This is an optimization exercise on Yosys and OpenROAD, whose aim is small area, not a production implementation. RTL that was checked went through simulation tests only; none was proved equivalent to the original. Only the layout flow was run in run 5; the RTL was not checked for function there. Power and IR drop assume default switching activity.

==> flow/config.mk <==
export PLATFORM = sky130hd
export DESIGN_NAME = segblk
export DESIGN_NICKNAME = segblk
export VERILOG_FILES = /design/flow/design.v
export SDC_FILE = /design/flow/constraint.sdc
export NUM_CORES = 4
export LEC_CHECK = 0
export ABC_AREA = 1
export CAP_MARGIN = 20
export CORE_MARGIN = 2
export CORE_UTILIZATION = 40
export GPL_TIMING_DRIVEN = 0
export SLEW_MARGIN = 20
==> flow/constraint.sdc <==
create_clock -name core_clock -period 6.0 [get_ports {clk}]
set_input_delay 1.2000 -clock core_clock [delete_from_list [all_inputs] [get_ports {clk}]]
set_output_delay 1.2000 -clock core_clock [all_outputs]
set_load 0.01 [all_outputs]
==> flow/design.v <==
module segblk (
    input  wire         clk,
    input  wire         rst,           
    input  wire         cmd_valid,
    input  wire [31:0]  cmd,
    input  wire [15:0]  cnt_i,         
    input  wire         btn_i,         
    input  wire [3:0]   enc_digit_i,   
    input  wire [5:0]   obs_addr_i,    
    output wire [159:0] bank_o,        
    output wire         cmd_ready_o,
    output wire         blink_evt_o,
    output wire         btn_evt_o,
    output wire         ill_o,
    output wire [15:0]  enc_code_o,
    output wire         enc_valid_o,
    output reg  [7:0]   obs_data_o
);
    reg [95:0]  disp_q;        
    reg         blink_bit_q;   
    reg         btn_bit_q;     
    reg [15:0]  tick_last_q;
    reg [31:0]  tick_acc_q;
    reg         btn_held_q;
    reg         blink_evt_q;
    reg         btn_evt_q;
    reg [1:0]   ill_cause_q;
    wire ill_q = ill_cause_q[1] | ill_cause_q[0];
    reg [15:0] enc_code;
    reg        enc_valid;
    always @* begin
        enc_valid = 1'b1;
        case (enc_digit_i)
            4'd0:    enc_code = 16'h5559;
            4'd1:    enc_code = 16'h0118;
            4'd2:    enc_code = 16'h1E11;
            4'd3:    enc_code = 16'h1B11;
            4'd4:    enc_code = 16'h0B50;
            4'd5:    enc_code = 16'h1B41;
            4'd6:    enc_code = 16'h1F41;
            4'd7:    enc_code = 16'h0111;
            4'd8:    enc_code = 16'h1F51;
            4'd9:    enc_code = 16'h1B51;
            4'd15:   enc_code = 16'h0000;
            default: begin
                enc_code  = 16'h0000;
                enc_valid = 1'b0;
            end
        endcase
    end
    assign enc_code_o  = enc_code;
    assign enc_valid_o = enc_valid;
    wire [3:0] op  = cmd[31:28];
    wire [2:0] pos = cmd[26:24];
    wire [3:0] dig = cmd[19:16];
    wire nz_ra   = cmd[27];
    wire nz_pos  = |cmd[26:24];
    wire nz_rb   = |cmd[23:20];
    wire nz_dig  = |cmd[19:16];
    wire nz_code = |cmd[15:0];
    wire op_res  = op[3] | (op[2] & op[1]);            
    wire op_dsp  = ~op[3] & ~op[2] & (op[1] | op[0]);  
    wire op_wrd  = ~op[3] & ~op[2] & ~op[1] &  op[0];
    wire op_wrc  = ~op[3] & ~op[2] &  op[1] & ~op[0];
    wire op_clr  = ~op[3] & ~op[2] &  op[1] &  op[0];
    wire op_blk  = ~op[3] &  op[2] & ~op[1] & ~op[0];
    wire op_btn  = ~op[3] &  op[2] & ~op[1] &  op[0];
    wire bad_fld = nz_ra | nz_rb |
                   (op_wrd ? nz_code :
                    op_wrc ? nz_dig :
                    op_clr ? (nz_dig | nz_code) :
                             (nz_pos | nz_dig | nz_code));
    wire bad_dig = op_wrd & dig[3] & (dig[2] | dig[1]) & ~(dig[2] & dig[1] & dig[0]);
    wire [1:0] cause = op_res  ? 2'd1 :
                       bad_fld ? 2'd2 :
                       bad_dig ? 2'd3 : 2'd0;
    wire legal = cmd_valid & ~op_res & ~bad_fld & ~bad_dig;
    wire do_disp  = legal & op_dsp;
    wire do_blink = legal & op_blk;
    wire do_btn   = legal & op_btn;
    reg [15:0] seg;
    always @* begin
        case (dig)
            4'd0:    seg = 16'h5559;
            4'd1:    seg = 16'h0118;
            4'd2:    seg = 16'h1E11;
            4'd3:    seg = 16'h1B11;
            4'd4:    seg = 16'h0B50;
            4'd5:    seg = 16'h1B41;
            4'd6:    seg = 16'h1F41;
            4'd7:    seg = 16'h0111;
            4'd8:    seg = 16'h1F51;
            4'd9:    seg = 16'h1B51;
            default: seg = 16'h0000;
        endcase
    end
    wire [15:0] wr_code = (op_wrd ? seg : 16'h0000) | cmd[15:0];
    wire [5:0] wr_p, hold_p;
    genvar gp, gi;
    generate
        for (gp = 0; gp < 6; gp = gp + 1) begin : g_pos
            wire sel = do_disp & (pos == gp);
            assign wr_p[gp]   = ~rst & sel;
            assign hold_p[gp] = ~rst & ~sel;
            for (gi = 0; gi < 4; gi = gi + 1) begin : g_nib
                always @(posedge clk)
                    disp_q[4*(6*gi+gp) +: 4] <=
                        ({4{wr_p[gp]}} & wr_code[4*gi +: 4]) |
                        ({4{hold_p[gp]}} & disp_q[4*(6*gi+gp) +: 4]);
            end
        end
    endgenerate
    wire [31:0] acc_d;
    wire        fire;
    segblk_tick u_tick (
        .rst         (rst),
        .do_blink    (do_blink),
        .cnt_i       (cnt_i),
        .tick_last_q (tick_last_q),
        .tick_acc_q  (tick_acc_q),
        .acc_d       (acc_d),
        .fire        (fire)
    );
    wire blk_wr   = do_blink & ~rst;
    wire blk_hold = ~do_blink & ~rst;
    wire btn_fire = do_btn & btn_i & btn_held_q;
    always @(posedge clk) begin
        tick_last_q <= ({16{blk_wr}} & cnt_i) | ({16{blk_hold}} & tick_last_q);
        tick_acc_q  <= acc_d;
        blink_bit_q <= ~rst & (blink_bit_q ^ fire);
        btn_bit_q   <= ~rst & (btn_bit_q ^ btn_fire);
        blink_evt_q <= ~rst & fire;
        btn_evt_q   <= ~rst & btn_fire;
        btn_held_q  <= ~rst & (do_btn ? ~btn_i : btn_held_q);
        if (rst)
            ill_cause_q <= 2'd0;
        else if (cmd_valid & ~ill_q)
            ill_cause_q <= cause;
    end
    wire [7:0] bank [0:19];
    generate
        for (gi = 0; gi < 4; gi = gi + 1) begin : g_bank
            assign bank[5*gi+0] = {disp_q[4*(6*gi+1) +: 4], disp_q[4*(6*gi+0) +: 4]};
            assign bank[5*gi+1] = {disp_q[4*(6*gi+3) +: 4], disp_q[4*(6*gi+2) +: 4]};
            assign bank[5*gi+2] = {disp_q[4*(6*gi+5) +: 4], disp_q[4*(6*gi+4) +: 4]};
            assign bank[5*gi+3] = (gi == 0) ? {7'd0, blink_bit_q} : 8'd0;
            assign bank[5*gi+4] = 8'd0;
        end
        for (gi = 0; gi < 20; gi = gi + 1) begin : g_bo
            assign bank_o[8*gi +: 8] = (gi == 8) ? {7'd0, btn_bit_q} : bank[gi];
        end
    endgenerate
    assign cmd_ready_o = 1'b1;
    assign blink_evt_o = blink_evt_q;
    assign btn_evt_o   = btn_evt_q;
    assign ill_o       = ill_q;
    wire [7:0] status = {2'b00, btn_evt_q, blink_evt_q, btn_held_q, ill_cause_q, ill_q};
    always @* begin
        case (obs_addr_i)
            6'h00: obs_data_o = bank_o[  7:  0];
            6'h01: obs_data_o = bank_o[ 15:  8];
            6'h02: obs_data_o = bank_o[ 23: 16];
            6'h03: obs_data_o = bank_o[ 31: 24];
            6'h05: obs_data_o = bank_o[ 47: 40];
            6'h06: obs_data_o = bank_o[ 55: 48];
            6'h07: obs_data_o = bank_o[ 63: 56];
            6'h08: obs_data_o = bank_o[ 71: 64];
            6'h0A: obs_data_o = bank_o[ 87: 80];
            6'h0B: obs_data_o = bank_o[ 95: 88];
            6'h0C: obs_data_o = bank_o[103: 96];
            6'h0F: obs_data_o = bank_o[127:120];
            6'h10: obs_data_o = bank_o[135:128];
            6'h11: obs_data_o = bank_o[143:136];
            6'h14: obs_data_o = tick_last_q[7:0];
            6'h15: obs_data_o = tick_last_q[15:8];
            6'h18: obs_data_o = tick_acc_q[7:0];
            6'h19: obs_data_o = tick_acc_q[15:8];
            6'h1A: obs_data_o = tick_acc_q[23:16];
            6'h1B: obs_data_o = tick_acc_q[31:24];
            6'h1C: obs_data_o = status;
            default: obs_data_o = 8'h00;
        endcase
    end
endmodule
module segblk_tick (
    input  wire        rst,
    input  wire        do_blink,
    input  wire [15:0] cnt_i,
    input  wire [15:0] tick_last_q,
    input  wire [31:0] tick_acc_q,
    output wire [31:0] acc_d,
    output wire        fire
);
    genvar gi;
    wire [15:0] ta = tick_acc_q[15:0];
    wire [15:0] tc = cnt_i;
    wire [15:0] tl = ~tick_last_q;
    wire [15:0] u  = ta ^ tc ^ tl;
    wire [16:0] w  = {(ta & tc) | (ta & tl) | (tc & tl), 1'b1};
    wire [15:0] pg = u & w[15:0];
    wire [15:0] pp = u ^ w[15:0];
    wire g10 = pg[1]  | (pp[1]  & pg[0]);
    wire g32 = pg[3]  | (pp[3]  & pg[2]);   wire p32 = pp[3]  & pp[2];
    wire g54 = pg[5]  | (pp[5]  & pg[4]);   wire p54 = pp[5]  & pp[4];
    wire g76 = pg[7]  | (pp[7]  & pg[6]);   wire p76 = pp[7]  & pp[6];
    wire g98 = pg[9]  | (pp[9]  & pg[8]);   wire p98 = pp[9]  & pp[8];
    wire gba = pg[11] | (pp[11] & pg[10]);  wire pba = pp[11] & pp[10];
    wire gdc = pg[13] | (pp[13] & pg[12]);  wire pdc = pp[13] & pp[12];
    wire gfe = pg[15] | (pp[15] & pg[14]);  wire pfe = pp[15] & pp[14];
    wire g30 = g32 | (p32 & g10);
    wire g74 = g76 | (p76 & g54);           wire p74 = p76 & p54;
    wire gb8 = gba | (pba & g98);           wire pb8 = pba & p98;
    wire gfc = gfe | (pfe & gdc);           wire pfc = pfe & pdc;
    wire g70 = g74 | (p74 & g30);
    wire gf8 = gfc | (pfc & gb8);           wire pf8 = pfc & pb8;
    wire gf0 = gf8 | (pf8 & g70);
    wire gb0 = gb8 | (pb8 & g70);
    wire g50 = g54 | (p54 & g30);
    wire g90 = g98 | (p98 & g70);
    wire gd0 = gdc | (pdc & gb0);
    wire g20 = pg[2]  | (pp[2]  & g10);
    wire g40 = pg[4]  | (pp[4]  & g30);
    wire g60 = pg[6]  | (pp[6]  & g50);
    wire g80 = pg[8]  | (pp[8]  & g70);
    wire ga0 = pg[10] | (pp[10] & g90);
    wire gc0 = pg[12] | (pp[12] & gb0);
    wire ge0 = pg[14] | (pp[14] & gd0);
    wire [15:0] cy = {ge0, gd0, gc0, gb0, ga0, g90, g80, g70,
                      g60, g50, g40, g30, g20, g10, pg[0], 1'b0};
    wire [15:0] a = pp ^ cy;
    wire k16 = gf0;
    wire [15:0] eg = tc & tl;
    wire [15:0] ep = tc | tl;
    wire [7:0] eg1, ep1;
    wire [3:0] eg2, ep2;
    wire [1:0] eg3, ep3;
    genvar gk;
    generate
        for (gk = 0; gk < 8; gk = gk + 1) begin : g_ge1
            assign eg1[gk] = eg[2*gk+1] | (ep[2*gk+1] & eg[2*gk]);
            assign ep1[gk] = ep[2*gk+1] & ep[2*gk];
        end
        for (gk = 0; gk < 4; gk = gk + 1) begin : g_ge2
            assign eg2[gk] = eg1[2*gk+1] | (ep1[2*gk+1] & eg1[2*gk]);
            assign ep2[gk] = ep1[2*gk+1] & ep1[2*gk];
        end
        for (gk = 0; gk < 2; gk = gk + 1) begin : g_ge3
            assign eg3[gk] = eg2[2*gk+1] | (ep2[2*gk+1] & eg2[2*gk]);
            assign ep3[gk] = ep2[2*gk+1] & ep2[2*gk];
        end
    endgenerate
    wire ge = eg3[1] | (ep3[1] & (eg3[0] | ep3[0]));
    wire c16 = k16 ^ w[16] ^ ge;
    wire [16:0] ones, zeros;
    assign ones[0]  = 1'b1;
    assign zeros[0] = 1'b1;
    generate
        for (gi = 0; gi < 16; gi = gi + 1) begin : g_pre
            assign ones[gi+1]  = ones[gi]  &  tick_acc_q[16+gi];
            assign zeros[gi+1] = zeros[gi] & ~tick_acc_q[16+gi];
        end
    endgenerate
    wire hi_nz = c16 ? ~ones[16] : ~zeros[16];
    wire [16:7] zp;
    assign zp[7] = 1'b1;
    generate
        for (gi = 7; gi < 16; gi = gi + 1) begin : g_zp
            assign zp[gi+1] = ~|a[gi:7];
        end
    endgenerate
    wire lo_ge    = a[6] & a[5] & (a[4] | a[3] | a[2]);
    wire fire_raw = hi_nz | ~zp[16] | lo_ge;
    assign fire   = do_blink & fire_raw;
    wire t1 = ~a[2];
    wire t2 = ~a[2] & ~a[3];
    wire b3 = t2 & ~a[4];
    wire t3 = ~b3;
    wire t4 = a[5] & ~b3;
    wire gb = fire_raw & ~lo_ge;
    wire [15:0] lo_next;
    assign lo_next[1:0] = a[1:0];
    assign lo_next[2]   = a[2] ^ fire_raw;
    assign lo_next[3]   = a[3] ^ (fire_raw & t1);
    assign lo_next[4]   = a[4] ^ (fire_raw & t2);
    assign lo_next[5]   = a[5] ^ (fire_raw & t3);
    assign lo_next[6]   = a[6] ^ (fire_raw & t4);
    generate
        for (gi = 7; gi < 16; gi = gi + 1) begin : g_dec
            assign lo_next[gi] = a[gi] ^ (gb & zp[gi]);
        end
    endgenerate
    wire g16 = gb & zp[16];
    wire blk_wr   = do_blink & ~rst;
    wire blk_hold = ~do_blink & ~rst;
    wire inc = blk_wr & c16 & ~g16;
    wire dec = blk_wr & g16 & ~c16;
    wire [15:0] hi_next;
    generate
        for (gi = 0; gi < 16; gi = gi + 1) begin : g_hi
            assign hi_next[gi] = tick_acc_q[16+gi] ^ ((inc & ones[gi]) | (dec & zeros[gi]));
        end
    endgenerate
    assign acc_d = {hi_next & {16{~rst}},
                    ({16{blk_wr}} & lo_next) | ({16{blk_hold}} & tick_acc_q[15:0])};
endmodule
==> flow/flow/run.sh <==
#!/bin/bash
# Standard layout (standard.sh) with these changes:
#  - synthesis keeps the combinational ticker module (segblk_tick) apart
#    while mapping, and maps each module with its own area-oriented ABC
#    script (flow/synth.tcl, flow/tick.abc, flow/rest.abc), without the
#    full-adder cell extraction (ADDER_MAP_FILE empty); the result is
#    flattened as in synth_recipe.tcl, so the registers and their names are
#    the standard synthesis's;
#  - port buffers use the smallest buffer cell instead of the resizer's
#    default pick (a delay cell);
#  - buffers left by synthesis are removed at floorplan, as the default
#    timing-driven placement would do;
#  - the clock tree uses clkbuf_8 cells and no dummy loads;
#  - after global routing, gates off the critical paths are downsized
#    again (RECOVER_POWER=100).
set -euo pipefail
here=$(pwd)
export FLOW_ABC_TICK=$here/flow/tick.abc
export FLOW_ABC_REST=$here/flow/rest.abc
export SYNTH_HIERARCHICAL=1
export ADDER_MAP_FILE=
export BUFFER_PORTS_ARGS="-buffer_cell sky130_fd_sc_hd__buf_1"
export REMOVE_ABC_BUFFERS=1
export RECOVER_POWER=100
export CTS_ARGS="-sink_clustering_enable -repair_clock_nets -buf_list sky130_fd_sc_hd__clkbuf_8 -sink_clustering_size 30 -sink_clustering_max_diameter 120 -dont_use_dummy_load"
sed "s#SYNTH_SCRIPT=[^ ]*#SYNTH_SCRIPT=$here/flow/synth.tcl#" standard.sh > own_standard.sh
bash own_standard.sh > standard_flow.log 2>&1
==> flow/flow/rest.abc <==
strash
&get -n
&deepsyn -T 0 -J 20
&put
strash
&get -n
&st
&dch -f
&nf -R 1000
&put
strash
&get -n
&st
&dch -f
&nf -R 1000
&put
topo
==> flow/flow/synth.tcl <==
# The standard synthesis script (synth_recipe.tcl), with the ABC script
# chosen per module: flow/tick.abc for the ticker arithmetic (segblk_tick,
# timing-critical) and flow/rest.abc for the top module. The same Yosys
# steps, register mapping, flattening and renaming as synth_recipe.tcl; only
# the combinational cell mapping differs.
proc synth {args} { yosys synth -nofsm -noshare {*}$args }
proc abc {args} {
  set i [lsearch -exact $args -script]
  set at [lreplace $args [expr {$i+1}] [expr {$i+1}] $::env(FLOW_ABC_TICK)]
  set ar [lreplace $args [expr {$i+1}] [expr {$i+1}] $::env(FLOW_ABC_REST)]
  yosys abc {*}$at segblk_tick
  yosys abc {*}$ar segblk
}
source $::env(SCRIPTS_DIR)/synth.tcl
# left out here: clear keep_hierarchy, flatten, clean up, hide names made inside functions, write 1_2_yosys.v
==> flow/flow/tick.abc <==
strash
&get -n
&st
&dch -f
&nf -R 1000
&put
strash
&get -n
&st
&dch -f
&nf -R 1000
&put
strash
&get -n
&st
&dch -f
&nf -R 1000
&put
topo
==> flow/standard.sh <==
#!/bin/bash
# synth_recipe.tcl (not shown) runs the flow's synth.tcl, then flattens the netlist and writes it again
# the make line also repeats each setting of config.mk as NAME=value (left out here)
make -C /OpenROAD-flow-scripts/flow DESIGN_CONFIG=/design/flow/config.mk WORK_HOME=/design/flow/orfs CLKGATE_MAP_FILE= SYNTH_SCRIPT=/design/flow/synth_recipe.tcl "${@:-finish}"
==> results of run 1 <==
[per-module statistics from Yosys (local to each module, per instance)]
module | times used | cells inside | cell area [µm²] | flip-flops and latches
segblk | 1 | 636 | 5970 | 151
segblk_tick | 1 | 357 | 2020 | 0
[sequential cells by signal (all words and copies together) (netlist names)]
register     flops
disp_q          96
tick_acc_q      32
tick_last_q     16
ill_cause_q      2
blink_bit_q      1
blink_evt_q      1
btn_bit_q        1
btn_evt_q        1
btn_held_q       1
[routing by layer]
metal	vias up	track usage (%)
met5	-	0
met4	0	11.8
met3	61	6.86
met2	449	42.9
met1	3838	34.3
li1	3831	-
[repair_timing]
item / in CTS / in global routing
gates resized for setup: 9 / 14
buffers inserted: 3 / 3
gates cloned: 0 / 0
pin swaps: 2 / 2
setup endpoints to repair: 16 / 17
[Yosys cell counts (4+ instances only)]
cell	count
sky130_fd_sc_hd__a22o_1	57
sky130_fd_sc_hd__xor2_1	25
sky130_fd_sc_hd__and2_0	8
sky130_fd_sc_hd__or2_0	6
sky130_fd_sc_hd__or4_1	4
sky130_fd_sc_hd__nor2b_1	43
sky130_fd_sc_hd__o31ai_1	4
sky130_fd_sc_hd__nor4_1	8
sky130_fd_sc_hd__xnor2_1	42
sky130_fd_sc_hd__nand4_1	11
sky130_fd_sc_hd__a221oi_1	7
sky130_fd_sc_hd__o21bai_1	4
sky130_fd_sc_hd__dfxtp_1	151
sky130_fd_sc_hd__nor2_1	123
sky130_fd_sc_hd__or3_1	7
sky130_fd_sc_hd__nand3_1	18
sky130_fd_sc_hd__a21oi_1	37
sky130_fd_sc_hd__o21ai_0	96
sky130_fd_sc_hd__and3_1	9
sky130_fd_sc_hd__a222oi_1	27
sky130_fd_sc_hd__clkinv_1	15
sky130_fd_sc_hd__nand2b_1	15
sky130_fd_sc_hd__buf_4	72
sky130_fd_sc_hd__a22oi_1	18
sky130_fd_sc_hd__o21a_1	4
sky130_fd_sc_hd__nand2_1	137
sky130_fd_sc_hd__nor3_1	20
[worst reg2reg max path, stage by stage (launching register included)]
cell                       delay, ps
sky130_fd_sc_hd__dfxtp_1         410
sky130_fd_sc_hd__nor2b_1         300
sky130_fd_sc_hd__nor2_1          100
sky130_fd_sc_hd__xor2_1          160
sky130_fd_sc_hd__and2_0          220
sky130_fd_sc_hd__nor2_1          190
sky130_fd_sc_hd__nand3_1         100
sky130_fd_sc_hd__o31ai_1         100
sky130_fd_sc_hd__a21oi_2          90
sky130_fd_sc_hd__o31ai_4         270
sky130_fd_sc_hd__nand3_1         100
sky130_fd_sc_hd__o31ai_1         110
sky130_fd_sc_hd__a21oi_2         100
sky130_fd_sc_hd__nor3_2          230
sky130_fd_sc_hd__o22ai_2         130
sky130_fd_sc_hd__nand2b_1        180
sky130_fd_sc_hd__o21ai_2         190
sky130_fd_sc_hd__xor2_1          180
sky130_fd_sc_hd__clkinv_1        130
sky130_fd_sc_hd__or3_4           440
sky130_fd_sc_hd__nor2b_4         200
sky130_fd_sc_hd__nand3_4         190
sky130_fd_sc_hd__or2_0           300
sky130_fd_sc_hd__or3_1           320
sky130_fd_sc_hd__o21ai_0         100
sky130_fd_sc_hd__xnor2_1         150
sky130_fd_sc_hd__nor2_1           50
[final timing paths]
| path | start | endpoint | slack (ps) | depth (start not counted) |
|---|---|---|---|---|
| max | cnt_i[1] | tick_acc_q[29]$_DFF_P_ | 420 | 28 |
| min reg2reg | disp_q[65]$_DFF_P_ | disp_q[65]$_DFF_P_ | 490 | 2 |
| max reg2reg | tick_last_q[2]$_DFF_P_ | tick_acc_q[29]$_DFF_P_ | 820 | 26 |
| min | disp_q[65]$_DFF_P_ | disp_q[65]$_DFF_P_ | 490 | 2 |
[metrics by stage]
stage	hold slack (ps)	instance area, µm²	worst slack, ps	TNS [ps]
2_1_floorplan	460	7690	-85.0	-364
3_3_place_gp	460	8710	-1280	-18570
3_5_place_dp	476	8770	-1320	-19210
4_1_cts	489	9060	52.6	0
5_1_grt	502	9130	9.96	0
6_report	493	9130	423	0
[cell families after synthesis]
family	after synthesis
AO/OA/AOI/OAI	269
buffers and inverters	87
AND/OR/NAND/NOR	416
flip-flops	151
other	2
multiplexers	1
XOR/XNOR	67
[power by group through the flow]
stage	sequential (mW)	combinational (mW)	clock, mW
5_1_grt	1.00	0.298	0.634
3_5_place_dp	1.03	0.252	0
6_report	1.00	0.272	0.597
4_1_cts	1.00	0.258	0.594
3_3_place_gp	1.03	0.248	0
2_1_floorplan	1.03	0.170	0
[layout make-up]
| cell class | count | area [µm²] | share of cell area, % |
|---|---|---|---|
| multi-input cells | 822 | 4740 | 52.0 |
| flip-flops and latches | 151 | 3020 | 33.1 |
| repair buffers | 190 | 739 | 8.10 |
| well taps | 265 | 332 | 3.63 |
| clock buffers | 17 | 234 | 2.56 |
| inverters | 15 | 56.3 | 0.617 |
==> results.toml, run 1 <==
[clock_tree]
cts_buffer_depth = 2
cts_tree = "done"
clk-insertion-delay-late_ps = 460
tritoncts_num_sinks = 151
clk_root_buffer_cell = "sky130_fd_sc_hd__clkbuf_8"
postCtsHoldBufs = 0
cts.clk_slew.worst_paths_ps = 80
cts_made_buffers = 17
htree_num_levels = 4

[synthesis]
synth.top_cells.by_area = "sky130_fd_sc_hd__dfxtp_1 (38%), sky130_fd_sc_hd__buf_4 (6.8%), sky130_fd_sc_hd__nand2_1 (6.4%), sky130_fd_sc_hd__a22o_1 (6.3%), sky130_fd_sc_hd__o21ai_0 (6.0%)"
synth_top_family_by_area = "simple AND/OR/NAND/NOR gates"
synth_compound_area_share_pct = 23.0
yosys.area_share.xor_xnor_pct = 7.35
synth_sequential_area_ratio_pct = 37.9
synthAdderAreaFrac_pct = 0
ys_warn_count = 7
synth_ff_type = "sky130_fd_sc_hd__dfxtp_1"
yosysTopAreaCellShare_pct = 37.9
number_of_flip_flops_and_latches_in_the_synthesized_netlist = 151
post_synthesis_simple_gate_area_fraction_pct = 24.1
synthMuxAreaShare_pct = 0.125
yosysUniqueCellTypes = 45
synthesis.area_um2 = 7980
syn-instance-count = 993
async_reset_ff_share_pct = 0
netlist.top_cell.by_area = "sky130_fd_sc_hd__dfxtp_1"
synth_area_per_cell_um2 = 8.04
synth-edff-count = 0

[worst_setup_path]
crit_path_max_fanout = 13
most_frequent_cp_cell = "sky130_fd_sc_hd__nor2_1"
critPathSlowestCell = "sky130_fd_sc_hd__or3_4"
worst-path-buf-inv = 2
data_arrival_time_of_the_critical_path_ps = 5880
timing.setup.critical_path_class = "input pin to register"
setup.worst_path.start_class = "input pin"
worstPathRequired_ps = 6300
critical_path.top_delay_family = "simple AND/OR/NAND/NOR gates"
critical_path.max_stage_delay_ps = 440
cp-end-kind = "register"

[timing]
slew-limit-headroom_pct = -0.422
timing_worst_slew_pin_value_ps = 1500
max_slew_violation_total_from_the_final_report = 17
grt_setup_unrepaired = "no"
final.period_utilization_pct = 92.9
setup_violations = 0
min_period_ps = 5580
fin_skew_ps = 24.6
timing.fmax_mhz = 179
timing.final.hold_violations = 0

[placement]
gp_routability_congestion = 0.899
placed_cells = 1437
place_hpwl_mm = 22.4
buffer_ports.inserted = 181

[power_and_ir_drop]
p_switching_mw = 0.531
total_power_draw_mw = 1.87
internal_power_mw = 1.34
clock_network_fraction_of_design_power_pct = 31.9
power.ir.vdd_worst_v = 0.000121
power.static_leakage_nw = 3.36
pwr-share-comb_pct = 14.5
power.density_cell_area_nw_per_um2 = 205
switching_share_pct = 28.4
relative_contribution_of_sequential_cells_to_total_power_pct = 53.6

[detailed_routing]
wl_mm = 29.8
viasPerCell = 5.60
detailedRoute.firstIterationViolations = 857
final_antenna_net_count = 0
route.layer.met1.wl_mm = 12.2
drc = 0
firstDrtPassIters = 9
routed-via-count = 8179
maxUsedRoutingLayer = "met4"
wl_met2_mm = 13.5
met3RoutedLength_mm = 2.91
wire_per_inst_um = 20.4

[global_routing]
grt_util_all_layers_pct = 26.9
first_global_vias = 7413
grt_remaining_overflow = 0
grt_max_degree = 36
grt_antenna_before_repair = 0
global_route_wire_length_before_repair_mm = 43.4

[floorplanning]
initial_utilization_pct = 40.9
die_area_um2 = 21100
die_height_um = 145
io_pins = 251
std_cell_rows = 51
die_w_um = 145
core_region_area_um2 = 19500

[outcome]
failed_checks = "max-capacitance violations, max-slew violations"
status = "failed layout checks"

[finish]
share_of_post_route_cells_with_drive_strength_above_1_pct = 3.85
share_of_the_core_filled_with_cells_in_the_final_layout_pct = 46.7
most_frequent_cells_in_the_layout = "sky130_fd_sc_hd__buf_1 (177), sky130_fd_sc_hd__dfxtp_1 (151), sky130_fd_sc_hd__nand2_1 (137)"
antenna_cells = 0
stdcell_count = 1460
layout.filler_cells = 2043
mostFrequentLayoutCell = "sky130_fd_sc_hd__buf_1"
layout.nets = 1259
syn2layout_area_growth_pct = 14.3

[hold_path]
hold_path_class = "register to register"

[job]
maxCapViolCount = 1
==> run 2, diff against run 1 <==
--- a/flow/flow/run.sh
+++ b/flow/flow/run.sh
@@ -11,7 +11,5 @@
 #  - buffers left by synthesis are removed at floorplan, as the default
 #    timing-driven placement would do;
-#  - the clock tree uses clkbuf_8 cells and no dummy loads;
-#  - after global routing, gates off the critical paths are downsized
-#    again (RECOVER_POWER=100).
+#  - the clock tree uses clkbuf_8 cells and no dummy loads.
 set -euo pipefail
 here=$(pwd)
@@ -22,5 +20,4 @@
 export BUFFER_PORTS_ARGS="-buffer_cell sky130_fd_sc_hd__buf_1"
 export REMOVE_ABC_BUFFERS=1
-export RECOVER_POWER=100
 export CTS_ARGS="-sink_clustering_enable -repair_clock_nets -buf_list sky130_fd_sc_hd__clkbuf_8 -sink_clustering_size 30 -sink_clustering_max_diameter 120 -dont_use_dummy_load"
 sed "s#SYNTH_SCRIPT=[^ ]*#SYNTH_SCRIPT=$here/flow/synth.tcl#" standard.sh > own_standard.sh
==> results.toml, run 2 <==
[power_and_ir_drop]
power.static_leakage_nw = 3.36
power.density_cell_area_nw_per_um2 = 205
total_power_draw_mw = 1.87
power.ir.vdd_worst_v = 0.000120

[worst_setup_path]
worstPathRequired_ps = 6300
cp-end-kind = "register"
timing.setup.critical_path_class = "input pin to register"
setup.worst_path.start_class = "input pin"
data_arrival_time_of_the_critical_path_ps = 5880
rr_startpoint = "tick_last_q[2]$_DFF_P_"
reg2reg_depth = 26
worst_r2r_endpoint = "tick_acc_q[29]$_DFF_P_"
r2r_slack_ps = 820
crit_path_max_fanout = 13

[clock_tree]
postCtsHoldBufs = 0
cts_tree = "done"
clk_root_buffer_cell = "sky130_fd_sc_hd__clkbuf_8"
cts.clk_slew.worst_paths_ps = 80
cts_made_buffers = 17
htree_num_levels = 4
cts_buffer_depth = 2
clk-insertion-delay-late_ps = 460
tritoncts_num_sinks = 151

[placement]
buffer_ports.inserted = 181
gp_routability_congestion = 0.899
place_hpwl_mm = 22.4

[detailed_routing]
firstDrtPassIters = 5
viasPerCell = 5.64
routed-via-count = 8234
wire_per_inst_um = 20.4
wl_mm = 29.8
drc = 0
final_antenna_net_count = 0
detailedRoute.firstIterationViolations = 966

[synthesis]
ys_warn_count = 7
post_synth_most_frequent_cells = "sky130_fd_sc_hd__dfxtp_1 (151), sky130_fd_sc_hd__nand2_1 (137), sky130_fd_sc_hd__nor2_1 (123), sky130_fd_sc_hd__o21ai_0 (96), sky130_fd_sc_hd__buf_4 (72)"
dominant_cell_by_count_in_the_synthesized_netlist = "sky130_fd_sc_hd__dfxtp_1"
synth_area_per_cell_um2 = 8.04
synth_sequential_area_ratio_pct = 37.9
synth-edff-count = 0
yosysTopAreaCellShare_pct = 37.9
async_reset_ff_share_pct = 0
yosysUniqueCellTypes = 45
synth.top_cells.by_area = "sky130_fd_sc_hd__dfxtp_1 (38%), sky130_fd_sc_hd__buf_4 (6.8%), sky130_fd_sc_hd__nand2_1 (6.4%), sky130_fd_sc_hd__a22o_1 (6.3%), sky130_fd_sc_hd__o21ai_0 (6.0%)"
syn-instance-count = 993
synth_ff_type = "sky130_fd_sc_hd__dfxtp_1"
synthesis.area_um2 = 7980
netlist.top_cell.by_area = "sky130_fd_sc_hd__dfxtp_1"
number_of_flip_flops_and_latches_in_the_synthesized_netlist = 151

[timing]
final.period_utilization_pct = 93.0
slew-limit-headroom_pct = 22.1
timing.final.hold_violations = 0
grt_setup_unrepaired = "no"
max_slew_violation_total_from_the_final_report = 0
fin_skew_ps = 27.1
timing_worst_slew_pin_value_ps = 1170
setup_violations = 0
min_period_ps = 5580
timing.fmax_mhz = 179

[hold_path]
hold_path_class = "register to register"
hold-path-endpoint = "disp_q[65]$_DFF_P_"
min_from = "disp_q[65]$_DFF_P_"
hold_crit_depth = 2

[finish]
antenna_cells = 0
flip_flop_count_of_the_largest_register_all_copies_and_words_added = 96
mostFrequentLayoutCell = "sky130_fd_sc_hd__buf_1"
max_flop_register = "disp_q"
top_regs = "disp_q (96), tick_acc_q (32), tick_last_q (16)"
syn2layout_area_growth_pct = 14.6
share_of_the_core_filled_with_cells_in_the_final_layout_pct = 46.9
layout.filler_cells = 2039
most_frequent_cells_in_the_layout = "sky130_fd_sc_hd__buf_1 (180), sky130_fd_sc_hd__dfxtp_1 (151), sky130_fd_sc_hd__nand2_1 (137)"
share_of_post_route_cells_with_drive_strength_above_1_pct = 4.52
layout.nets = 1259

[global_routing]
global_route_wire_length_before_repair_mm = 43.4
first_global_vias = 7413
grt_antenna_before_repair = 0
grt_max_degree = 36
grt_util_all_layers_pct = 26.9
grt_remaining_overflow = 0

[floorplanning]
die_height_um = 145
initial_utilization_pct = 40.9
core_region_area_um2 = 19500
die_w_um = 145
io_pins = 251
die_area_um2 = 21100
std_cell_rows = 51

[job]
maxCapViolCount = 0

[outcome]
status = "complete, no violations"
[run 2: through the flow]
step / hold slack, ps / TNS (ps) / setup WS (ps) / area [µm²] / cells
6_report: 493 / 0 / 422 / 9150 / 1460
5_1_grt: 502 / 0 / 6.74 / 9150 / 1460
4_1_cts: 489 / 0 / 52.6 / 9060 / 1457
3_5_place_dp: 476 / -19210 / -1320 / 8770 / 1437
3_3_place_gp: 460 / -18570 / -1280 / 8710 / 1434
2_1_floorplan: 460 / -364 / -85.0 / 7690 / 988
[run 2: what timing repair did]
action                     in CTS  in global routing
resized for setup               9                 14
setup buffers                   3                  3
setup endpoints to repair      16                 17
pin swaps                       2                  2
[run 2: area by class of cell]
class,instances,area [µm²],share of cell area [%]
multi-input cells,822,4760,52.0
well taps,265,332,3.62
repair buffers,190,747,8.16
clock buffers,17,234,2.56
flip-flops and latches,151,3020,33.0
inverters,15,56.3,0.615
[run 2: cells by family (layout without fill, tap and decap cells)]
kind of cell / Yosys count / in the layout / share of synthesized area, %
AO/OA/AOI/OAI: 269 / 269 / 23.0
XOR/XNOR: 67 / 67 / 7.35
buffers and inverters: 87 / 222 / 7.48
flip-flops: 151 / 151 / 37.9
multiplexers: 1 / 1 / 0.125
other: 2 / 69 / 0.0941
AND/OR/NAND/NOR: 416 / 416 / 24.1
[run 2: per-layer routing]
layer / wire length [µm] / part of all wire, % / up-vias / GRT usage [%]
met5: 0 / 0 / - / 0
met3: 2680 / 9.0 / 75 / 6.86
li1: - / - / 3832 / -
met1: 12400 / 41 / 3855 / 34.3
met4: 1310 / 4.4 / 0 / 11.8
met2: 13500 / 45 / 472 / 42.9
[run 2: where the power goes]
| group | internal, mW | switching (mW) | total [mW] |
|---|---|---|---|
| sequential | 1.00 | 0.00126 | 1.00 |
| clock | 0.250 | 0.347 | 0.597 |
| combinational | 0.0901 | 0.183 | 0.273 |
[run 2: how the worst max path moves through the flow]
stage	startpoint	endpoint	cells after the start
5_1_grt	cnt_i[1]	tick_acc_q[23]$_DFF_P_	30
3_5_place_dp	cnt_i[1]	tick_acc_q[29]$_DFF_P_	29
3_3_place_gp	cnt_i[1]	tick_acc_q[26]$_DFF_P_	29
2_1_floorplan	cnt_i[1]	tick_acc_q[26]$_DFF_P_	28
4_1_cts	cnt_i[1]	tick_acc_q[29]$_DFF_P_	31
6_report	cnt_i[1]	tick_acc_q[29]$_DFF_P_	28
[run 2: per-module statistics from Yosys, one instance, submodules excluded]
module	flops+latches	times used	cell area, µm²
segblk_tick	0	1	2020
segblk	151	1	5970
[run 2: worst max-delay path, cell delays in order]
cell,delay [ps]
sky130_fd_sc_hd__buf_1,100
sky130_fd_sc_hd__nor2b_2,170
sky130_fd_sc_hd__nor2_1,120
sky130_fd_sc_hd__xor2_1,230
sky130_fd_sc_hd__xnor2_1,110
sky130_fd_sc_hd__nor2_1,150
sky130_fd_sc_hd__a21o_1,160
sky130_fd_sc_hd__nand3_1,90
sky130_fd_sc_hd__o31ai_1,100
sky130_fd_sc_hd__a21oi_2,90
sky130_fd_sc_hd__o31ai_4,270
sky130_fd_sc_hd__nand3_1,100
sky130_fd_sc_hd__o31ai_1,110
sky130_fd_sc_hd__a21oi_2,100
sky130_fd_sc_hd__nor3_2,230
sky130_fd_sc_hd__o22ai_2,130
sky130_fd_sc_hd__nand2b_1,180
sky130_fd_sc_hd__o21ai_2,190
sky130_fd_sc_hd__xor2_1,170
sky130_fd_sc_hd__clkinv_1,130
sky130_fd_sc_hd__or3_4,440
sky130_fd_sc_hd__nor2b_4,200
sky130_fd_sc_hd__nand3_4,190
sky130_fd_sc_hd__or2_0,300
sky130_fd_sc_hd__or3_1,310
sky130_fd_sc_hd__o21ai_0,100
sky130_fd_sc_hd__xnor2_1,150
sky130_fd_sc_hd__nor2_1,50
==> run 3, diff against run 2 <==
--- a/flow/config.mk
+++ b/flow/config.mk
@@ -9,5 +9,6 @@
 export CAP_MARGIN = 20
 export CORE_MARGIN = 2
-export CORE_UTILIZATION = 40
+export CORE_UTILIZATION = 65
 export GPL_TIMING_DRIVEN = 0
+export PLACE_DENSITY = 0.75
 export SLEW_MARGIN = 20
==> results.toml, run 3 <==
[finish]
max_flop_register = "disp_q"
syn2layout_area_growth_pct = 12.6
layout.nets = 1255
flip_flop_count_of_the_largest_register_all_copies_and_words_added = 96
most_frequent_cells_in_the_layout = "sky130_fd_sc_hd__buf_1 (180), sky130_fd_sc_hd__dfxtp_1 (151), sky130_fd_sc_hd__nand2_1 (137)"
mostFrequentLayoutCell = "sky130_fd_sc_hd__buf_1"
antenna_cells = 0
top_regs = "disp_q (96), tick_acc_q (32), tick_last_q (16)"
share_of_post_route_cells_with_drive_strength_above_1_pct = 4.28

[synthesis]
number_of_flip_flops_and_latches_in_the_synthesized_netlist = 151
async_reset_ff_share_pct = 0
syn-instance-count = 993
ys_warn_count = 7
synth-edff-count = 0
synth_area_per_cell_um2 = 8.04
synth_ff_type = "sky130_fd_sc_hd__dfxtp_1"
post_synth_most_frequent_cells = "sky130_fd_sc_hd__dfxtp_1 (151), sky130_fd_sc_hd__nand2_1 (137), sky130_fd_sc_hd__nor2_1 (123), sky130_fd_sc_hd__o21ai_0 (96), sky130_fd_sc_hd__buf_4 (72)"
synthesis.area_um2 = 7980
netlist.top_cell.by_area = "sky130_fd_sc_hd__dfxtp_1"
dominant_cell_by_count_in_the_synthesized_netlist = "sky130_fd_sc_hd__dfxtp_1"
yosysTopAreaCellShare_pct = 37.9
synth_sequential_area_ratio_pct = 37.9
yosysUniqueCellTypes = 45
synth.top_cells.by_area = "sky130_fd_sc_hd__dfxtp_1 (38%), sky130_fd_sc_hd__buf_4 (6.8%), sky130_fd_sc_hd__nand2_1 (6.4%), sky130_fd_sc_hd__a22o_1 (6.3%), sky130_fd_sc_hd__o21ai_0 (6.0%)"

[global_routing]
grt_util_all_layers_pct = 39.7
first_global_vias = 7155
grt_max_degree = 36
grt_antenna_before_repair = 0
grt_remaining_overflow = 0
global_route_wire_length_before_repair_mm = 39.5

[timing]
max_slew_violation_total_from_the_final_report = 0
fin_skew_ps = 23.6
min_period_ps = 5650
slew-limit-headroom_pct = 28.1
timing.fmax_mhz = 177
timing.final.hold_violations = 0
setup_violations = 0
hold_slack_ps = 489
final.period_utilization_pct = 94.1
timing_worst_slew_pin_value_ps = 1080

[worst_setup_path]
cp-end-kind = "register"
worstPathRequired_ps = 6300
critical_path.max_stage_delay_ps = 420
crit_path_max_fanout = 9
data_arrival_time_of_the_critical_path_ps = 5940
timing.setup.critical_path_class = "input pin to register"
most_frequent_cp_cell = "sky130_fd_sc_hd__nor2_1"
critPathSlowestCell = "sky130_fd_sc_hd__or3_4"
setup.worst_path.start_class = "input pin"

[placement]
place_hpwl_mm = 19.9
buffer_ports.inserted = 181
gp_routability_congestion = 0.978

[floorplanning]
core_region_area_um2 = 12000
io_pins = 251
die_area_um2 = 13200
die_w_um = 115
die_height_um = 115
std_cell_rows = 40
initial_utilization_pct = 66.5

[power_and_ir_drop]
power.static_leakage_nw = 3.35
total_power_draw_mw = 1.85
internal_power_mw = 1.34
pwr-share-comb_pct = 14.4
switching_share_pct = 27.7
relative_contribution_of_sequential_cells_to_total_power_pct = 54.2
power.ir.vdd_worst_v = 0.000256
power.density_cell_area_nw_per_um2 = 206
p_switching_mw = 0.514
clock_network_fraction_of_design_power_pct = 31.4

[job]
maxCapViolCount = 0

[detailed_routing]
wl_met2_mm = 12.0
routed-via-count = 8482
wire_per_inst_um = 20.2
maxUsedRoutingLayer = "met4"
route.layer.met1.wl_mm = 9.94
detailedRoute.firstIterationViolations = 1170
drc = 0
final_antenna_net_count = 0
wl_mm = 27.0
viasPerCell = 6.34
firstDrtPassIters = 6
met3RoutedLength_mm = 3.59

[clock_tree]
clk_root_buffer_cell = "sky130_fd_sc_hd__clkbuf_8"
cts.clk_slew.worst_paths_ps = 60
cts_tree = "done"
tritoncts_num_sinks = 151
cts_buffer_depth = 2
postCtsHoldBufs = 0
htree_num_levels = 4
clk-insertion-delay-late_ps = 450
cts_made_buffers = 17

[outcome]
status = "complete, no violations"

[hold_path]
hold_path_class = "register to register"
## run 3: cell types whose count changed in the layout (fill, tap and decap cells not counted), sizes merged
cell / change
buf: -4
## run 3: worst max-delay path, delay by kind of cell
family	cells	cell delay, ps
simple gates	16	2500
compound gates	9	1290
buf+inv	2	250
xor+xnor	4	690
## run 3: worst paths after layout
path / from / to / slack, ps / cells past startpoint
max: cnt_i[1] / tick_acc_q[23]$_DFF_P_ / 350 / 31
min: disp_q[64]$_DFF_P_ / disp_q[64]$_DFF_P_ / 490 / 2
max reg2reg: tick_last_q[1]$_DFF_P_ / tick_acc_q[23]$_DFF_P_ / 710 / 30
min reg2reg: disp_q[64]$_DFF_P_ / disp_q[64]$_DFF_P_ / 490 / 2
## run 3: cells by family (layout without fill, tap and decap cells)
logic type	after synthesis	count (layout)	share of synthesized area, %
flops	151	151	37.9
mux	1	1	0.125
xor+xnor	67	67	7.35
other cells	2	69	0.0941
simple gates	416	416	24.1
buf+inv	87	218	7.48
compound gates	269	269	23.0
## run 3: what timing repair did
action	4_1_cts	5_1_grt
resized for setup	11	14
buffers inserted	2	0
endpoints found under the hold margin	0	0
setup endpoints to repair	16	16
pin swaps	1	2
## run 3: cell type report
class	count	area, µm²
Timing Repair Buffer	186	726
Fill cell	969	3020
Inverter	15	56.3
Tap cell	147	184
Sequential cell	151	3020
Multi-Input combinational cell	822	4770
Clock buffer	17	234
## run 3: Yosys stat by module, one instance, submodules excluded
| module | times used | flip-flops and latches |
|---|---|---|
| segblk | 1 | 151 |
| segblk_tick | 1 | 0 |
## run 3: layer usage
metal / vias to the layer above / track usage, %
met1: 3885 / 50.8
met4: 0 / 21.4
met2: 647 / 62.6
met5: - / 0
li1: 3828 / -
met3: 122 / 9.17
## run 3: through the flow
step / TNS, ps / cell area, µm² / instances / utilization (%) / setup WS, ps
floorplan: -364 / 7690 / 988 / - / -85.0
global placement: -16770 / 8560 / 1316 / 71.3 / -1190
global route: -0.583 / 8990 / 1338 / 74.8 / -0.583
CTS: 0 / 8910 / 1337 / 74.2 / 30.1
detailed placement: -18040 / 8600 / 1318 / 71.6 / -1250
finish: 0 / 8990 / 1338 / 74.8 / 352
## run 3: power groups by stage
stage	clock (mW)	combinational, mW	sequential [mW]
floorplan	0	0.170	1.03
global placement	0	0.240	1.03
detailed placement	0	0.245	1.03
CTS	0.573	0.252	1.00
global route	0.616	0.289	1.00
finish	0.582	0.267	1.00
==> run 4, diff against run 3 <==
--- a/flow/config.mk
+++ b/flow/config.mk
@@ -9,6 +9,5 @@
 export CAP_MARGIN = 20
 export CORE_MARGIN = 2
-export CORE_UTILIZATION = 65
+export CORE_UTILIZATION = 55
 export GPL_TIMING_DRIVEN = 0
-export PLACE_DENSITY = 0.75
 export SLEW_MARGIN = 20
==> results.toml, run 4 <==
[timing]
fin_skew_ps = 22.7
max_slew_violation_total_from_the_final_report = 0
timing.fmax_mhz = 179
setup_violations = 0
min_period_ps = 5580
final.period_utilization_pct = 93.0
slew-limit-headroom_pct = 27.2
grt_setup_unrepaired = "no"
timing_worst_slew_pin_value_ps = 1090
timing.final.hold_violations = 0

[detailed_routing]
wl_mm = 28.0
drc = 0
wire_per_inst_um = 20.3
final_antenna_net_count = 0
routed-via-count = 8385
viasPerCell = 6.08
detailedRoute.firstIterationViolations = 901
firstDrtPassIters = 8

[floorplanning]
die_height_um = 124
die_area_um2 = 15500
io_pins = 251
initial_utilization_pct = 55.6
std_cell_rows = 44
core_region_area_um2 = 14400
die_w_um = 124

[worst_setup_path]
worstPathRequired_ps = 6310
rr_startpoint = "tick_last_q[1]$_DFF_P_"
setup.worst_path.start = "cnt_i[1]"
most_frequent_cp_cell = "sky130_fd_sc_hd__nor2_1"
data_arrival_time_of_the_critical_path_ps = 5890
critPathSlowestCell = "sky130_fd_sc_hd__or3_1"
timing.setup.critical_path_class = "input pin to register"
setup.worst_path.start_class = "input pin"
crit_path_max_fanout = 13
critical_path.max_stage_delay_ps = 300
cp-end-kind = "register"

[hold_path]
min_from = "disp_q[64]$_DFF_P_"
hold_path_class = "register to register"

[synthesis]
synth-edff-count = 0
synth.top_cells.by_area = "sky130_fd_sc_hd__dfxtp_1 (38%), sky130_fd_sc_hd__buf_4 (6.8%), sky130_fd_sc_hd__nand2_1 (6.4%), sky130_fd_sc_hd__a22o_1 (6.3%), sky130_fd_sc_hd__o21ai_0 (6.0%)"
synthesis.area_um2 = 7980
synth_ff_type = "sky130_fd_sc_hd__dfxtp_1"
async_reset_ff_share_pct = 0
syn-instance-count = 993
dominant_cell_by_count_in_the_synthesized_netlist = "sky130_fd_sc_hd__dfxtp_1"
synth_sequential_area_ratio_pct = 37.9
netlist.top_cell.by_area = "sky130_fd_sc_hd__dfxtp_1"
post_synth_most_frequent_cells = "sky130_fd_sc_hd__dfxtp_1 (151), sky130_fd_sc_hd__nand2_1 (137), sky130_fd_sc_hd__nor2_1 (123), sky130_fd_sc_hd__o21ai_0 (96), sky130_fd_sc_hd__buf_4 (72)"
yosysUniqueCellTypes = 45
ys_warn_count = 7
synth_area_per_cell_um2 = 8.04
yosysTopAreaCellShare_pct = 37.9
number_of_flip_flops_and_latches_in_the_synthesized_netlist = 151

[power_and_ir_drop]
relative_contribution_of_sequential_cells_to_total_power_pct = 54.1
power.static_leakage_nw = 3.36
internal_power_mw = 1.34
switching_share_pct = 27.8
clock_network_fraction_of_design_power_pct = 31.4
power.ir.vdd_worst_v = 0.000137
power.density_cell_area_nw_per_um2 = 205
pwr-share-comb_pct = 14.5
p_switching_mw = 0.516

[finish]
antenna_cells = 0
syn2layout_area_growth_pct = 13.2
most_frequent_cells_in_the_layout = "sky130_fd_sc_hd__buf_1 (180), sky130_fd_sc_hd__dfxtp_1 (151), sky130_fd_sc_hd__nand2_1 (137)"
max_flop_register = "disp_q"
flip_flop_count_of_the_largest_register_all_copies_and_words_added = 96
share_of_post_route_cells_with_drive_strength_above_1_pct = 4.36
mostFrequentLayoutCell = "sky130_fd_sc_hd__buf_1"
share_of_the_core_filled_with_cells_in_the_final_layout_pct = 62.9
stdcell_count = 1378
top_regs = "disp_q (96), tick_acc_q (32), tick_last_q (16)"
layout.nets = 1258

[global_routing]
first_global_vias = 7346
grt_max_degree = 36
grt_util_all_layers_pct = 34.6
global_route_wire_length_before_repair_mm = 41.6
grt_antenna_before_repair = 0
grt_remaining_overflow = 0

[job]
maxCapViolCount = 0

[clock_tree]
clk-insertion-delay-late_ps = 450
postCtsHoldBufs = 0
cts_buffer_depth = 2
cts_tree = "done"
clk_root_buffer_cell = "sky130_fd_sc_hd__clkbuf_8"
cts_made_buffers = 17
cts.clk_slew.worst_paths_ps = 70
tritoncts_num_sinks = 151
htree_num_levels = 4

[placement]
buffer_ports.inserted = 181
placed_cells = 1356
place_hpwl_mm = 20.9
gp_routability_congestion = 0.951

[outcome]
status = "complete, no violations"
## run 4: stage by stage
stage | hold WS (ps) | TNS (ps) | area [µm²] | setup slack [ps] | power (mW)
2_1_floorplan | 460 | -364 | 7690 | -85.0 | 1.20
3_3_place_gp | 464 | -19040 | 8600 | -1330 | 1.27
3_5_place_dp | 474 | -17750 | 8660 | -1240 | 1.27
4_1_cts | 487 | 0 | 8960 | 48.9 | 1.84
5_1_grt | 504 | 0 | 9040 | 1.54 | 1.92
6_report | 491 | 0 | 9040 | 422 | 1.86
## run 4: worst paths after layout
check        slack (ps)  cells past startpoint                      to
max                 420                     30  tick_acc_q[29]$_DFF_P_
min reg2reg         490                      2      disp_q[64]$_DFF_P_
max reg2reg         760                     29  tick_acc_q[29]$_DFF_P_
min                 490                      2      disp_q[64]$_DFF_P_
## run 4: layout make-up
| class | count | area (µm²) |
|---|---|---|
| repair buffers | 189 | 736 |
| fillers | 1365 | 5330 |
| multi-input cells | 822 | 4760 |
| inverters | 15 | 56.3 |
| clock buffers | 17 | 234 |
| well taps | 184 | 230 |
| flip-flops and latches | 151 | 3020 |
## run 4: what timing repair did
action / CTS / global route
pin swaps: 1 / 2
setup endpoints to repair: 16 / 17
resized for setup: 11 / 13
buffers inserted: 3 / 2
## run 4: worst max-delay path, delay by kind of cell
kind / cells / cell delay (ps)
XOR/XNOR: 3 / 550
AND/OR/NAND/NOR: 14 / 2220
AO/OA/AOI/OAI: 12 / 1800
buffers and inverters: 1 / 100
## run 4: cells by family after synthesis
group | synth area share, %
XOR/XNOR | 7.35
flip-flops | 37.9
AO/OA/AOI/OAI | 23.0
multiplexers | 0.125
buffers and inverters | 7.48
AND/OR/NAND/NOR | 24.1
other | 0.0941
## run 4: per-module statistics from Yosys (local to each module, per instance)
module,flip-flops and latches,times used
segblk,151,1
segblk_tick,0,1
## run 4: power groups by stage
stage / registers, mW / logic [mW] / clock network, mW
2_1_floorplan: 1.03 / 0.170 / 0
3_3_place_gp: 1.03 / 0.244 / 0
3_5_place_dp: 1.03 / 0.248 / 0
4_1_cts: 1.00 / 0.254 / 0.584
5_1_grt: 1.00 / 0.294 / 0.626
6_report: 1.00 / 0.269 / 0.582
## run 4: layer usage
metal / track usage [%] / vias up / part of all wire, %
met4: 13.5 / 0 / 4.3
met1: 44.4 / 3909 / 39
met2: 56.2 / 541 / 46
met3: 8.59 / 98 / 11
met5: 0 / - / 0
li1: - / 3837 / -
==> run 5, diff against run 4 <==
--- a/flow/design.v
+++ b/flow/design.v
@@ -193,63 +193,45 @@
 );
     genvar gi;
-    wire [15:0] ta = tick_acc_q[15:0];
-    wire [15:0] tc = cnt_i;
-    wire [15:0] tl = ~tick_last_q;
-    wire [15:0] u  = ta ^ tc ^ tl;
-    wire [16:0] w  = {(ta & tc) | (ta & tl) | (tc & tl), 1'b1};
-    wire [15:0] pg = u & w[15:0];
-    wire [15:0] pp = u ^ w[15:0];
-    wire g10 = pg[1]  | (pp[1]  & pg[0]);
-    wire g32 = pg[3]  | (pp[3]  & pg[2]);   wire p32 = pp[3]  & pp[2];
-    wire g54 = pg[5]  | (pp[5]  & pg[4]);   wire p54 = pp[5]  & pp[4];
-    wire g76 = pg[7]  | (pp[7]  & pg[6]);   wire p76 = pp[7]  & pp[6];
-    wire g98 = pg[9]  | (pp[9]  & pg[8]);   wire p98 = pp[9]  & pp[8];
-    wire gba = pg[11] | (pp[11] & pg[10]);  wire pba = pp[11] & pp[10];
-    wire gdc = pg[13] | (pp[13] & pg[12]);  wire pdc = pp[13] & pp[12];
-    wire gfe = pg[15] | (pp[15] & pg[14]);  wire pfe = pp[15] & pp[14];
-    wire g30 = g32 | (p32 & g10);
-    wire g74 = g76 | (p76 & g54);           wire p74 = p76 & p54;
-    wire gb8 = gba | (pba & g98);           wire pb8 = pba & p98;
-    wire gfc = gfe | (pfe & gdc);           wire pfc = pfe & pdc;
-    wire g70 = g74 | (p74 & g30);
-    wire gf8 = gfc | (pfc & gb8);           wire pf8 = pfc & pb8;
-    wire gf0 = gf8 | (pf8 & g70);
-    wire gb0 = gb8 | (pb8 & g70);
-    wire g50 = g54 | (p54 & g30);
-    wire g90 = g98 | (p98 & g70);
-    wire gd0 = gdc | (pdc & gb0);
-    wire g20 = pg[2]  | (pp[2]  & g10);
-    wire g40 = pg[4]  | (pp[4]  & g30);
-    wire g60 = pg[6]  | (pp[6]  & g50);
-    wire g80 = pg[8]  | (pp[8]  & g70);
-    wire ga0 = pg[10] | (pp[10] & g90);
-    wire gc0 = pg[12] | (pp[12] & gb0);
-    wire ge0 = pg[14] | (pp[14] & gd0);
-    wire [15:0] cy = {ge0, gd0, gc0, gb0, ga0, g90, g80, g70,
-                      g60, g50, g40, g30, g20, g10, pg[0], 1'b0};
-    wire [15:0] a = pp ^ cy;
-    wire k16 = gf0;
-    wire [15:0] eg = tc & tl;
-    wire [15:0] ep = tc | tl;
-    wire [7:0] eg1, ep1;
-    wire [3:0] eg2, ep2;
-    wire [1:0] eg3, ep3;
-    genvar gk;
-    generate
-        for (gk = 0; gk < 8; gk = gk + 1) begin : g_ge1
-            assign eg1[gk] = eg[2*gk+1] | (ep[2*gk+1] & eg[2*gk]);
-            assign ep1[gk] = ep[2*gk+1] & ep[2*gk];
-        end
-        for (gk = 0; gk < 4; gk = gk + 1) begin : g_ge2
-            assign eg2[gk] = eg1[2*gk+1] | (ep1[2*gk+1] & eg1[2*gk]);
-            assign ep2[gk] = ep1[2*gk+1] & ep1[2*gk];
-        end
-        for (gk = 0; gk < 2; gk = gk + 1) begin : g_ge3
-            assign eg3[gk] = eg2[2*gk+1] | (ep2[2*gk+1] & eg2[2*gk]);
-            assign ep3[gk] = ep2[2*gk+1] & ep2[2*gk];
-        end
-    endgenerate
-    wire ge = eg3[1] | (ep3[1] & (eg3[0] | ep3[0]));
-    wire c16 = k16 ^ w[16] ^ ge;
+    function [16:0] pfx16;
+        input [15:0] x, y;
+        input ci;
+        input sk;
+        reg [15:0] g, p, G, P;
+        reg [16:0] c;
+        integer k, d, m;
+        begin
+            g = x & y; p = x ^ y;
+            G = g; P = p;
+            G[0] = g[0] | (p[0] & ci);
+            P[0] = 1'b0;
+            if (sk) begin
+                for (d = 1; d < 16; d = d * 2)
+                    for (k = 0; k < 16; k = k + 1)
+                        if ((k / d) % 2 == 1) begin
+                            m = (k / d) * d - 1;
+                            G[k] = G[k] | (P[k] & G[m]);
+                            P[k] = P[k] & P[m];
+                        end
+            end else begin
+                for (d = 1; d < 16; d = d * 2)
+                    for (k = 2*d - 1; k < 16; k = k + 2*d) begin
+                        G[k] = G[k] | (P[k] & G[k-d]);
+                        P[k] = P[k] & P[k-d];
+                    end
+                for (d = 4; d >= 1; d = d / 2)
+                    for (k = 3*d - 1; k < 16; k = k + 2*d) begin
+                        G[k] = G[k] | (P[k] & G[k-d]);
+                        P[k] = P[k] & P[k-d];
+                    end
+            end
+            c[0] = ci;
+            for (k = 0; k < 16; k = k + 1) c[k+1] = G[k];
+            pfx16 = {c[16], p ^ c[15:0]};
+        end
+    endfunction
+    wire [16:0] d17 = pfx16(cnt_i, ~tick_last_q, 1'b1, 1'b0);
+    wire [16:0] s17 = pfx16(tick_acc_q[15:0], d17[15:0], 1'b0, 1'b0);
+    wire [15:0] a = s17[15:0];
+    wire c16 = s17[16];
     wire [16:0] ones, zeros;
     assign ones[0]  = 1'b1;
==> flow/flow/tick.abc (replaced) <==
strash
&get -n
&st
&dch -f
&nf -R 30
&put
strash
&get -n
&st
&dch -f
&nf -R 30
&put
topo
--- a/flow/config.mk
+++ b/flow/config.mk
@@ -9,5 +9,5 @@
 export CAP_MARGIN = 20
 export CORE_MARGIN = 2
-export CORE_UTILIZATION = 55
+export CORE_UTILIZATION = 40
 export GPL_TIMING_DRIVEN = 0
 export SLEW_MARGIN = 20
==> results.toml, run 5 <==
[detailed_routing]
firstDrtPassIters = 5
routed-via-count = 8104
route.layer.met1.wl_mm = 12.5
final_antenna_net_count = 0
wire_per_inst_um = 20.4
drc = 0
viasPerCell = 5.74
wl_mm = 28.8
maxUsedRoutingLayer = "met4"
met3RoutedLength_mm = 2.36
detailedRoute.firstIterationViolations = 828
wl_met2_mm = 13.2

[finish]
syn2layout_area_growth_pct = 16.3
stdcell_count = 1412
multi_input_comb_area_um2 = 4710
final_area_um2 = 9170
flip_flop_count_of_the_largest_register_all_copies_and_words_added = 96
layout.filler_cells = 2001
max_flop_register = "disp_q"
mostFrequentLayoutCell = "sky130_fd_sc_hd__buf_1"
final-seq-area_um2 = 3020
top_regs = "disp_q (96), tick_acc_q (32), tick_last_q (16)"
most_frequent_cells_in_the_layout = "sky130_fd_sc_hd__buf_1 (178), sky130_fd_sc_hd__dfxtp_1 (151), sky130_fd_sc_hd__nand2_1 (124)"
antenna_cells = 0
layout.nets = 1211
share_of_post_route_cells_with_drive_strength_above_1_pct = 6.28

[clock_tree]
postCtsHoldBufs = 0
cts_made_buffers = 17
clk-insertion-delay-late_ps = 460
htree_num_levels = 4
tritoncts_num_sinks = 151
cts_tree = "done"
cts_buffer_depth = 2
cts.clk_slew.worst_paths_ps = 100
clk_root_buffer_cell = "sky130_fd_sc_hd__clkbuf_8"

[synthesis]
yosysTopAreaCellShare_pct = 38.3
ys_warn_count = 8
synth_compound_area_share_pct = 25.3
synthAdderAreaFrac_pct = 1.02
synthMuxAreaShare_pct = 0.127
synth-edff-count = 0
netlist.top_cell.by_area = "sky130_fd_sc_hd__dfxtp_1"
synthesis.area_um2 = 7880
synth_top_family_by_area = "compound AO/OA/AOI/OAI gates"
dominant_cell_by_count_in_the_synthesized_netlist = "sky130_fd_sc_hd__dfxtp_1"
number_of_flip_flops_and_latches_in_the_synthesized_netlist = 151
yosys.area_share.xor_xnor_pct = 7.44
async_reset_ff_share_pct = 0
post_synthesis_simple_gate_area_fraction_pct = 19.9
synth.top_cells.by_area = "sky130_fd_sc_hd__dfxtp_1 (38%), sky130_fd_sc_hd__buf_4 (6.9%), sky130_fd_sc_hd__a22o_1 (6.6%), sky130_fd_sc_hd__nand2_1 (5.9%), sky130_fd_sc_hd__o21ai_0 (5.3%)"
synth_area_per_cell_um2 = 8.38
syn-instance-count = 941
synth_sequential_area_ratio_pct = 38.3
post_synth_most_frequent_cells = "sky130_fd_sc_hd__dfxtp_1 (151), sky130_fd_sc_hd__nand2_1 (124), sky130_fd_sc_hd__o21ai_0 (84), sky130_fd_sc_hd__nor2_1 (79), sky130_fd_sc_hd__buf_4 (72)"
synth_ff_type = "sky130_fd_sc_hd__dfxtp_1"
yosysUniqueCellTypes = 48

[floorplanning]
io_pins = 251
core_region_area_um2 = 19400
die_area_um2 = 20800
initial_utilization_pct = 40.6
die_height_um = 144
die_w_um = 144
std_cell_rows = 51

[placement]
placed_cells = 1388
postPlaceCellArea_um2 = 8720
buffer_ports.inserted = 181
gp_routability_congestion = 0.890
place_hpwl_mm = 21.7

[timing]
grt_setup_unrepaired = "yes"
setup_tns_ps = 0
timing.final.hold_violations = 0
final.period_utilization_pct = 96.1
min_period_ps = 5770
setup_violations = 0
slew-limit-headroom_pct = 24.0
fin_skew_ps = 20.0
max_slew_violation_total_from_the_final_report = 0
timing_worst_slew_pin_value_ps = 1140
timing.fmax_mhz = 173
hold_slack_ps = 487

[power_and_ir_drop]
power.density_cell_area_nw_per_um2 = 198
switching_share_pct = 27.7
pwr-share-comb_pct = 11.4
p_switching_mw = 0.502
internal_power_mw = 1.31
relative_contribution_of_sequential_cells_to_total_power_pct = 55.3
total_power_draw_mw = 1.81
clock_network_fraction_of_design_power_pct = 33.2
power.static_leakage_nw = 3.34
power.ir.vdd_worst_v = 0.000135

[hold_path]
hold_crit_depth = 2
min_from = "disp_q[46]$_DFF_P_"
hold_path_class = "register to register"
hold-path-endpoint = "disp_q[46]$_DFF_P_"

[global_routing]
grt_antenna_before_repair = 0
global_route_wire_length_before_repair_mm = 42.0
grt_remaining_overflow = 0
grt_max_degree = 36
grt_util_all_layers_pct = 27.2
first_global_vias = 7232

[worst_setup_path]
data_arrival_time_of_the_critical_path_ps = 6110
crit_path_max_fanout = 6
timing.setup.critical_path_class = "input pin to register"
setup.worst_path.start = "cnt_i[0]"
worstPathRequired_ps = 6340
worst_r2r_endpoint = "tick_acc_q[17]$_DFF_P_"
cp-end-kind = "register"
reg2reg_depth = 22
setup.worst_path.start_class = "input pin"
rr_startpoint = "tick_last_q[0]$_DFF_P_"
r2r_slack_ps = 650

[outcome]
status = "complete, no violations"

[job]
maxCapViolCount = 0
-- run 5: per-layer routing --
metal | GRT usage [%] | up-vias
li1 | - | 3725
met1 | 36.9 | 3914
met2 | 43.7 | 410
met3 | 4.67 | 55
met4 | 9.50 | 0
met5 | 0 | -
-- run 5: per-module statistics from Yosys, one instance, submodules excluded --
module,copies in the design,flops+latches
segblk_tick,1,0
segblk,1,151
-- run 5: cell families after synthesis --
logic type	count (synthesis)
other	2
XOR/XNOR	67
adder cells (fa/ha/maj)	8
AND/OR/NAND/NOR	335
multiplexers	1
buffers and inverters	92
AO/OA/AOI/OAI	285
flip-flops	151
-- run 5: critical path, cell delays in order --
cell and delay (ps):
sky130_fd_sc_hd__clkbuf_2 130, sky130_fd_sc_hd__nor2b_2 70, sky130_fd_sc_hd__maj3_2 360, sky130_fd_sc_hd__xnor2_2 180, sky130_fd_sc_hd__maj3_2 330, sky130_fd_sc_hd__maj3_1 390
sky130_fd_sc_hd__a21o_1 220, sky130_fd_sc_hd__maj3_1 400, sky130_fd_sc_hd__a22oi_2 190, sky130_fd_sc_hd__nor2_1 70, sky130_fd_sc_hd__nor2_2 190, sky130_fd_sc_hd__inv_2 80
sky130_fd_sc_hd__a21o_1 170, sky130_fd_sc_hd__xor2_1 170, sky130_fd_sc_hd__nand3b_1 220, sky130_fd_sc_hd__or3_4 370, sky130_fd_sc_hd__nor3_4 190, sky130_fd_sc_hd__o211ai_1 150
sky130_fd_sc_hd__and3_4 210, sky130_fd_sc_hd__or3_4 450, sky130_fd_sc_hd__mux2i_1 190, sky130_fd_sc_hd__xnor2_1 140, sky130_fd_sc_hd__nor2_1 50
-- run 5: how the worst max path moves through the flow --
stage | slack [ps] | end
after detailed placement | -1100 | tick_acc_q[28]$_DFF_P_
after global placement | -1050 | tick_acc_q[27]$_DFF_P_
after CTS | 8 | tick_acc_q[17]$_DFF_P_
after global routing | -50 | tick_acc_q[15]$_DFF_P_
final | 230 | tick_acc_q[17]$_DFF_P_
after floorplan | 30 | tick_acc_q[17]$_DFF_P_
-- run 5: what timing repair did --
| item | in CTS | in global routing |
|---|---|---|
| setup endpoints to repair | 30 | 23 |
| gates cloned | 0 | 1 |
| endpoints found under the hold margin | 0 | 0 |
| resized for setup | 11 | 25 |
| pin swaps | 1 | 8 |
| setup buffers | 2 | 4 |
-- run 5: power by group through the flow --
stage	clock network [mW]	logic [mW]	registers (mW)
after global placement	0	0.190	1.03
after detailed placement	0	0.196	1.03
after CTS	0.605	0.200	1.00
after floorplan	0	0.118	1.03
after global routing	0.644	0.229	1.00
final	0.603	0.207	1.00
-- run 5: area by class of cell --
cell class / instances / area share (%)
Clock buffer: 17 / 2.55
Timing Repair Buffer: 193 / 8.59
Sequential cell: 151 / 33.0
Inverter: 20 / 0.819
Multi-Input combinational cell: 766 / 51.4
Tap cell: 265 / 3.62
-- run 5: stage by stage --
step	setup slack (ps)	utilization [%]
CTS	7.70	46.5
detailed placement	-1100	45.0
finish	235	47.2
global placement	-1050	44.4
global route	-45.2	47.2
floorplan	30.7	-

[separate check: timing with driven ports]
No port has a modelled driver above. Below, the same layouts with a new extraction and two added sets of constraints. Step 1, drivers: a clkbuf_16 drives clk and a buf_2 each remaining input, both assumed. Step 2 adds t to the input delays and takes it off the output delays; t is the mean of the earliest and latest rising clock arrival at the registers after step 1. Input paths then give back, and output paths get back, about the clock's delay inside the block. a / b / c = ideal / step 1 / step 2; a / b = the first two.
run	t (ns)	slack for setup (ns)	slew at the worst register clock pin (ns)	worst data-port slew with drivers (ns)	cell pins on the clock port's net
run 1	0.494	0.423 / 0.433 / -0.061	0.09 / 0.09	0.05	1
run 2	0.491	0.422 / 0.432 / -0.060	0.09 / 0.09	0.05	1
run 3	0.485	0.352 / 0.370 / -0.115	0.09 / 0.09	0.06	1
run 4	0.494	0.422 / 0.440 / -0.054	0.10 / 0.10	0.04	1
run 5	0.502	0.235 / 0.252 / -0.250	0.10 / 0.10	0.04	1
The setup slack of run 5, which loses most, moves by +0.017 ns with the drivers and by -0.485 ns with both steps.
